What follows belongs to an exercise in optimizing a design on an open flow for small area and few clock cycles; a production flow would make more cautious choices.
RTL that was checked went through simulation tests only; none was proved equivalent to the original.
No activity file was given, so power comes from the tool's default toggle rates.

==> inputs of 12-17 <==
==> flow/design.v <==
module mpd_core (
    input  wire        clk,
    input  wire        rst,         
    input  wire        step,        
    input  wire        load,        
    input  wire [8:0]  load_len,
    input  wire [7:0]  sw,          
    output wire        ready,
    output wire [7:0]  imem_addr,
    input  wire [15:0] imem_data,
    output wire [7:0]  rs_out,
    output wire        halted,
    input  wire [4:0]  dbg_sel,
    output reg  [7:0]  dbg_data
);
    reg [7:0] r0, r1, r2, r3, ac, pc, rs, sp;
    reg [7:0] mem [0:15];
    reg       zf;
    reg [8:0] len;          
    assign ready     = 1'b1;
    assign imem_addr = pc;
    assign rs_out    = rs;
    assign halted    = ({1'b0, pc} >= len);
    wire [4:0] op   = imem_data[12:8];
    wire [3:0] dn   = imem_data[7:4];
    wire [3:0] sn   = imem_data[3:0];
    wire [7:0] data = imem_data[7:0];
    wire d_ok = ~dn[3];
    wire s_ok = ~sn[3];
    wire [2:0] di = dn[2:0];
    wire op_add = (op == 5'h00), op_sub = (op == 5'h01), op_inc = (op == 5'h02),
         op_dec = (op == 5'h03), op_cpl = (op == 5'h04), op_and = (op == 5'h05),
         op_or  = (op == 5'h06), op_xor = (op == 5'h07), op_rr  = (op == 5'h08),
         op_rl  = (op == 5'h09), op_call = (op == 5'h16), op_ret = (op == 5'h17),
         op_jz  = (op == 5'h18), op_store = (op == 5'h19), op_load = (op == 5'h1A),
         op_out = (op == 5'h1B), op_in  = (op == 5'h1C), op_set = (op == 5'h1D),
         op_jmp = (op == 5'h1E), op_mov = (op == 5'h1F);
    wire alu2 = op_add | op_sub | op_and | op_or | op_xor;
    wire alu1 = op_inc | op_dec | op_cpl | op_rr | op_rl;
    wire alu_do = (alu2 & d_ok & s_ok) | (alu1 & d_ok);
    wire [7:0] pc_inc = pc + 8'd1;
    reg [2:0] asel, bsel;
    always @(*) begin
        if (op_mov | op_store) asel = sn[2:0];
        else if (op_out)       asel = 3'd4;
        else if (op_call)      asel = 3'd5;
        else if (op_ret)       asel = 3'd7;
        else                   asel = di;
        if (op_store | alu1)   bsel = di;
        else                   bsel = sn[2:0];
    end
    function [7:0] rdreg(input [2:0] i, input [7:0] q0, input [7:0] q1, input [7:0] q2,
                         input [7:0] q3, input [7:0] q4, input [7:0] q5, input [7:0] q6,
                         input [7:0] q7);
        case (i)
            3'd0: rdreg = q0; 3'd1: rdreg = q1; 3'd2: rdreg = q2; 3'd3: rdreg = q3;
            3'd4: rdreg = q4; 3'd5: rdreg = q5; 3'd6: rdreg = q6; default: rdreg = q7;
        endcase
    endfunction
    wire [7:0] a = rdreg(asel, r0, r1, r2, r3, ac, pc_inc, rs, sp);
    wire [7:0] b = rdreg(bsel, r0, r1, r2, r3, ac, pc_inc, rs, sp);
    wire use_b = op_add | op_sub | op_rl | op_xor | op_or | op_and;
    wire inv   = op_sub | op_dec | op_cpl;
    wire cin   = op_sub | op_inc;
    wire kill  = op_xor | op_cpl;
    wire [7:0] y = (b & {8{use_b}}) ^ {8{inv}};
    wire [7:0] p = a ^ y;
    wire [7:0] g = a & y;
    wire [8:0] c;
    assign c[0] = cin;
    genvar k;
    generate
        for (k = 0; k < 8; k = k + 1) begin : g_cy
            assign c[k+1] = g[k] | (p[k] & c[k]);
        end
    endgenerate
    wire [7:0] cc = op_or ? g : kill ? 8'h00 : c[7:0];
    wire [7:0] s  = p ^ cc;
    wire [7:0] r  = op_and ? g : op_rr ? {1'b0, a[7:1]} : s;
    wire [7:0] mrd = mem[b[3:0]];
    wire [7:0] wv = op_load ? mrd : op_set ? data : op_in ? sw : r;
    wire [7:0] wd = rst ? 8'h00 : wv;
    wire do_step = step & ~halted;
    wire rf_we = alu_do | ((op_mov | op_load) & d_ok & s_ok) | op_set | op_in | op_out | op_call;
    reg [2:0] widx;
    always @(*) begin
        if (op_set | op_in) widx = 3'd4;
        else if (op_out)    widx = 3'd6;
        else if (op_call)   widx = 3'd7;
        else                widx = di;
    end
    wire we = do_step & rf_we;
    wire pc_wv   = (we & (widx == 3'd5)) | (do_step & op_ret);
    wire pc_data = do_step & (op_jmp | op_call | (op_jz & zf));
    always @(posedge clk) begin
        if (rst | (we & (widx == 3'd0))) r0 <= wd;
        if (rst | (we & (widx == 3'd1))) r1 <= wd;
        if (rst | (we & (widx == 3'd2))) r2 <= wd;
        if (rst | (we & (widx == 3'd3))) r3 <= wd;
        if (rst | (we & (widx == 3'd4))) ac <= wd;
        if (rst | (we & (widx == 3'd6))) rs <= wd;
        if (rst | (we & (widx == 3'd7))) sp <= wd;
        if (rst | load | do_step)
            pc <= (rst | load) ? 8'h00 : pc_data ? data : pc_wv ? wv : pc_inc;
        if (rst | (do_step & alu_do))
            zf <= ~rst & (r == 8'h00);
        if (~rst & load)
            len <= load_len;
    end
    wire m_we = do_step & op_store & d_ok & s_ok;
    integer i;
    always @(posedge clk) begin
        for (i = 0; i < 16; i = i + 1)
            if (rst | (m_we & (b[3:0] == i)))
                mem[i] <= wd;
    end
    always @(*) begin
        case (dbg_sel[4:3])
            2'b00:   dbg_data = rdreg(dbg_sel[2:0], r0, r1, r2, r3, ac, pc, rs, sp);
            2'b01: begin
                case (dbg_sel[2:0])
                    3'd0:    dbg_data = {7'b0, zf};
                    3'd1:    dbg_data = len[7:0];
                    3'd2:    dbg_data = {7'b0, len[8]};
                    default: dbg_data = 8'h00;
                endcase
            end
            default: dbg_data = mem[dbg_sel[3:0]];
        endcase
    end
endmodule
==> flow/flow/run.sh <==
#!/bin/bash
# Layout flow: the standard flow (standard.sh) with
#  - synthesis mapped by ABC's &nf area mapper (flow/synth.tcl),
#  - ports buffered with the smallest buffer, sky130_fd_sc_hd__buf_1,
#  - a clock tree of small clock buffers and no dummy loads.
# ORFS writes each step's full log under orfs/logs/; make's own output goes
# to flow_make.log in the work folder.
set -uo pipefail
W=$PWD
CTS_BUFS=${CTS_BUFS:-sky130_fd_sc_hd__clkbuf_4}
bash standard.sh \
  SYNTH_SCRIPT="$W/flow/synth.tcl" \
  BUFFER_PORTS_ARGS="-buffer_cell sky130_fd_sc_hd__buf_1" \
  CTS_ARGS="-sink_clustering_enable -repair_clock_nets -dont_use_dummy_load -buf_list $CTS_BUFS" \
  finish > "$W/flow_make.log" 2>&1
==> flow/flow/abc_area_nf.script <==
&get -n
&st
&dch -f
&nf -R 1000 -C 32
&put
==> flow/flow/synth.tcl <==
# The standard flow's synthesis (synth_recipe.tcl in the work folder), with one change:
# the final technology mapping runs ABC with abc_area_nf.script (the &nf
# area mapper) instead of ORFS's abc_area.script. Everything else, and so
# every register, stays as the standard synthesis makes it.
set flow_dir [file dirname [file normalize [info script]]]
set ::my_abc_script [file join $flow_dir abc_area_nf.script]
proc abc {args} {
  set i [lsearch -exact $args -script]
  if { $i >= 0 } { lset args [expr {$i + 1}] $::my_abc_script }
  yosys abc {*}$args
}
source [file join [file dirname $flow_dir] synth_recipe.tcl]
==> flow/standard.sh <==
#!/bin/bash
# synth_recipe.tcl (not shown) runs the flow's synth.tcl, then flattens the netlist and writes it again
# the make line also repeats each setting of config.mk as NAME=value (left out here)
make -C /OpenROAD-flow-scripts/flow DESIGN_CONFIG=/design/flow/config.mk WORK_HOME=/design/flow/orfs CLKGATE_MAP_FILE= SYNTH_SCRIPT=/design/flow/synth_recipe.tcl "${@:-finish}"
==> flow/config.mk <==
export PLATFORM = sky130hd
export DESIGN_NAME = mpd_core
export DESIGN_NICKNAME = mpd_core
export VERILOG_FILES = /design/flow/design.v
export SDC_FILE = /design/flow/constraint.sdc
export NUM_CORES = 4
export LEC_CHECK = 0
export ABC_AREA = 1
export CAP_MARGIN = 20
export CORE_MARGIN = 2
export CORE_UTILIZATION = 40
export SLEW_MARGIN = 20
==> flow/constraint.sdc <==
create_clock -name core_clock -period 8.0 [get_ports {clk}]
set_input_delay 1.6000 -clock core_clock [delete_from_list [all_inputs] [get_ports {clk}]]
set_output_delay 1.6000 -clock core_clock [all_outputs]
set_load 0.01 [all_outputs]
==> 11-01 (differences from 12-17) <==
--- a/flow/design.v
+++ b/flow/design.v
@@ -58,6 +58,14 @@
         endcase
     endfunction
-    wire [7:0] a = rdreg(asel, r0, r1, r2, r3, ac, pc_inc, rs, sp);
-    wire [7:0] b = rdreg(bsel, r0, r1, r2, r3, ac, pc_inc, rs, sp);
+    function [7:0] ohsel(input [7:0] oh, input [7:0] q0, input [7:0] q1, input [7:0] q2,
+                         input [7:0] q3, input [7:0] q4, input [7:0] q5, input [7:0] q6,
+                         input [7:0] q7);
+        ohsel = ({8{oh[0]}} & q0) | ({8{oh[1]}} & q1) | ({8{oh[2]}} & q2) | ({8{oh[3]}} & q3) |
+                ({8{oh[4]}} & q4) | ({8{oh[5]}} & q5) | ({8{oh[6]}} & q6) | ({8{oh[7]}} & q7);
+    endfunction
+    wire [7:0] aoh = 8'd1 << asel;
+    wire [7:0] boh = 8'd1 << bsel;
+    wire [7:0] a = ohsel(aoh, r0, r1, r2, r3, ac, pc_inc, rs, sp);
+    wire [7:0] b = ohsel(boh, r0, r1, r2, r3, ac, pc_inc, rs, sp);
     wire use_b = op_add | op_sub | op_rl | op_xor | op_or | op_and;
     wire inv   = op_sub | op_dec | op_cpl;
==> flow/flow/run.sh (replaced) <==
#!/bin/bash
# Layout flow: the standard flow (standard.sh) with
#  - synthesis mapped for area by ABC (&deepsyn, then the &nf mapper;
#    flow/synth.tcl, flow/abc_area_nf.script),
#  - ports buffered with the smallest buffer, sky130_fd_sc_hd__buf_1,
#  - a clock tree of small clock buffers and no dummy loads.
# ORFS writes each step's full log under orfs/logs/; make's own output goes
# to flow_make.log in the work folder.
set -uo pipefail
W=$PWD
CTS_OPTS=${CTS_OPTS:--buf_list sky130_fd_sc_hd__clkbuf_4 -sink_clustering_size 8 -sink_clustering_max_diameter 50}
bash standard.sh \
  SYNTH_SCRIPT="$W/flow/synth.tcl" \
  BUFFER_PORTS_ARGS="-buffer_cell sky130_fd_sc_hd__buf_1" \
  CTS_ARGS="-sink_clustering_enable -repair_clock_nets -dont_use_dummy_load $CTS_OPTS" \
  finish > "$W/flow_make.log" 2>&1
==> flow/flow/abc_area_nf.script (replaced) <==
&get -n
&st
&deepsyn -T 60
&dch -f
&nf -R 1000 -C 32
&put
--- a/flow/flow/synth.tcl
+++ b/flow/flow/synth.tcl
@@ -1,5 +1,5 @@
 # The standard flow's synthesis (synth_recipe.tcl in the work folder), with one change:
-# the final technology mapping runs ABC with abc_area_nf.script (the &nf
-# area mapper) instead of ORFS's abc_area.script. Everything else, and so
+# the final technology mapping runs ABC with abc_area_nf.script (&deepsyn and
+# the &nf area mapper) instead of ORFS's abc_area.script. Everything else, and so
 # every register, stays as the standard synthesis makes it.
 set flow_dir [file dirname [file normalize [info script]]]
Settings changed: CORE_UTILIZATION 40 to 55, GPL_TIMING_DRIVEN from default to 0.
==> 07-13 (differences from 12-17) <==
--- a/flow/flow/run.sh
+++ b/flow/flow/run.sh
@@ -8,8 +8,8 @@
 set -uo pipefail
 W=$PWD
-CTS_BUFS=${CTS_BUFS:-sky130_fd_sc_hd__clkbuf_4}
+CTS_OPTS=${CTS_OPTS:--buf_list sky130_fd_sc_hd__clkbuf_4 -sink_clustering_size 8 -sink_clustering_max_diameter 50}
 bash standard.sh \
   SYNTH_SCRIPT="$W/flow/synth.tcl" \
   BUFFER_PORTS_ARGS="-buffer_cell sky130_fd_sc_hd__buf_1" \
-  CTS_ARGS="-sink_clustering_enable -repair_clock_nets -dont_use_dummy_load -buf_list $CTS_BUFS" \
+  CTS_ARGS="-sink_clustering_enable -repair_clock_nets -dont_use_dummy_load $CTS_OPTS" \
   finish > "$W/flow_make.log" 2>&1
Settings changed: CORE_UTILIZATION 40 to 60, GPL_TIMING_DRIVEN from default to 0.
==> qor summary <==
Cell count after synthesis: 07-13 877; 12-17 877; 11-01 855
Weighted congestion at the end of routability-driven global placement: 07-13 1.09; 12-17 1.00; 11-01 1.05
Minimum clock period: 07-13 7.78 ns; 12-17 7.39 ns; 11-01 7.52 ns
Place WS: 07-13 -1.36 ns; 12-17 -0.344 ns; 11-01 -0.214 ns
Sequential fraction of total cell area: 07-13 52.7%; 12-17 48.8%; 11-01 53.7%
GRT met2 Usage: 07-13 66.0%; 12-17 45.0%; 11-01 62.0%
Total met3 wirelength after detailed routing: 07-13 4080 um; 12-17 3670 um; 11-01 6130 um
Worst Clk Skew: 07-13 0.0577 ns; 12-17 0.0860 ns; 11-01 0.0399 ns
Worst hold slack: 07-13 1.04 ns; 12-17 1.04 ns; 11-01 0.868 ns
Count of cell instances traversed by the critical path: 07-13 26; 12-17 31; 11-01 27
Count of buffering cells on the critical path with inverters included: 07-13 2; 12-17 3; 11-01 2
Clk pin slew, worst setup/hold paths: 07-13 0.08 ns; 12-17 0.07 ns; 11-01 0.08 ns
Die Ht: 07-13 136 um; 12-17 166 um; 11-01 140 um
Int Pwr: 07-13 1.77 mW; 12-17 1.94 mW; 11-01 1.76 mW
Post-Syn Area: 07-13 0.0105 sq mm; 12-17 0.0105 sq mm; 11-01 0.0102 sq mm
Status: 07-13 timing/DRC/antenna clean; 12-17 timing/DRC/antenna clean; 11-01 timing/DRC/antenna clean
Placement-stage cell area: 07-13 0.0112 sq mm; 12-17 0.0120 sq mm; 11-01 0.0111 sq mm
Synth Area in Compound Gates: 07-13 24.5%; 12-17 24.5%; 11-01 22.9%
Reported leakage power: 07-13 3.91 nW; 12-17 4.51 nW; 11-01 3.77 nW
Wire length of the first global-routing pass: 07-13 52800 um; 12-17 57700 um; 11-01 57900 um
Testbench counts of 12-17, summed over its fixed seeds: cycles 16,064.
Testbench counts of 07-13, summed over its fixed seeds: cycles 16,064.
No functional check of the RTL was part of 11-01.

-- static timing again, ports no longer ideal --
In the flow no input, the clock included, has a driving cell. The finished layouts below were timed again as built, in two steps.
Step 1: set_driving_cell puts a clkbuf_16 on clk and a buf_2 on each other input, an assumption about the parent block.
Step 2 moves the port delays by t, midway between the first and last clock arrival at a register: inputs arrive t later, outputs are due t later. That takes back most of the time a late clock gives input paths.
Three values: ideal, step 1, step 2; two values: the first two.
run	t, ns	slack for setup (ns)	worst hold slack (ns)
12-17	0.654	0.606 / 0.631 / -0.023	1.037 / 1.037 / 1.037
11-01	0.704	0.476 / 0.486 / -0.218	0.868 / 0.868 / 0.868
07-13	0.692	0.217 / 0.229 / -0.463	1.040 / 1.040 / 1.040
With both steps, setup timing fails in every run listed, where it was met with ideal ports. The setup slack of 11-01, which loses most, moves by +0.010 ns with the drivers and by -0.694 ns with both steps.
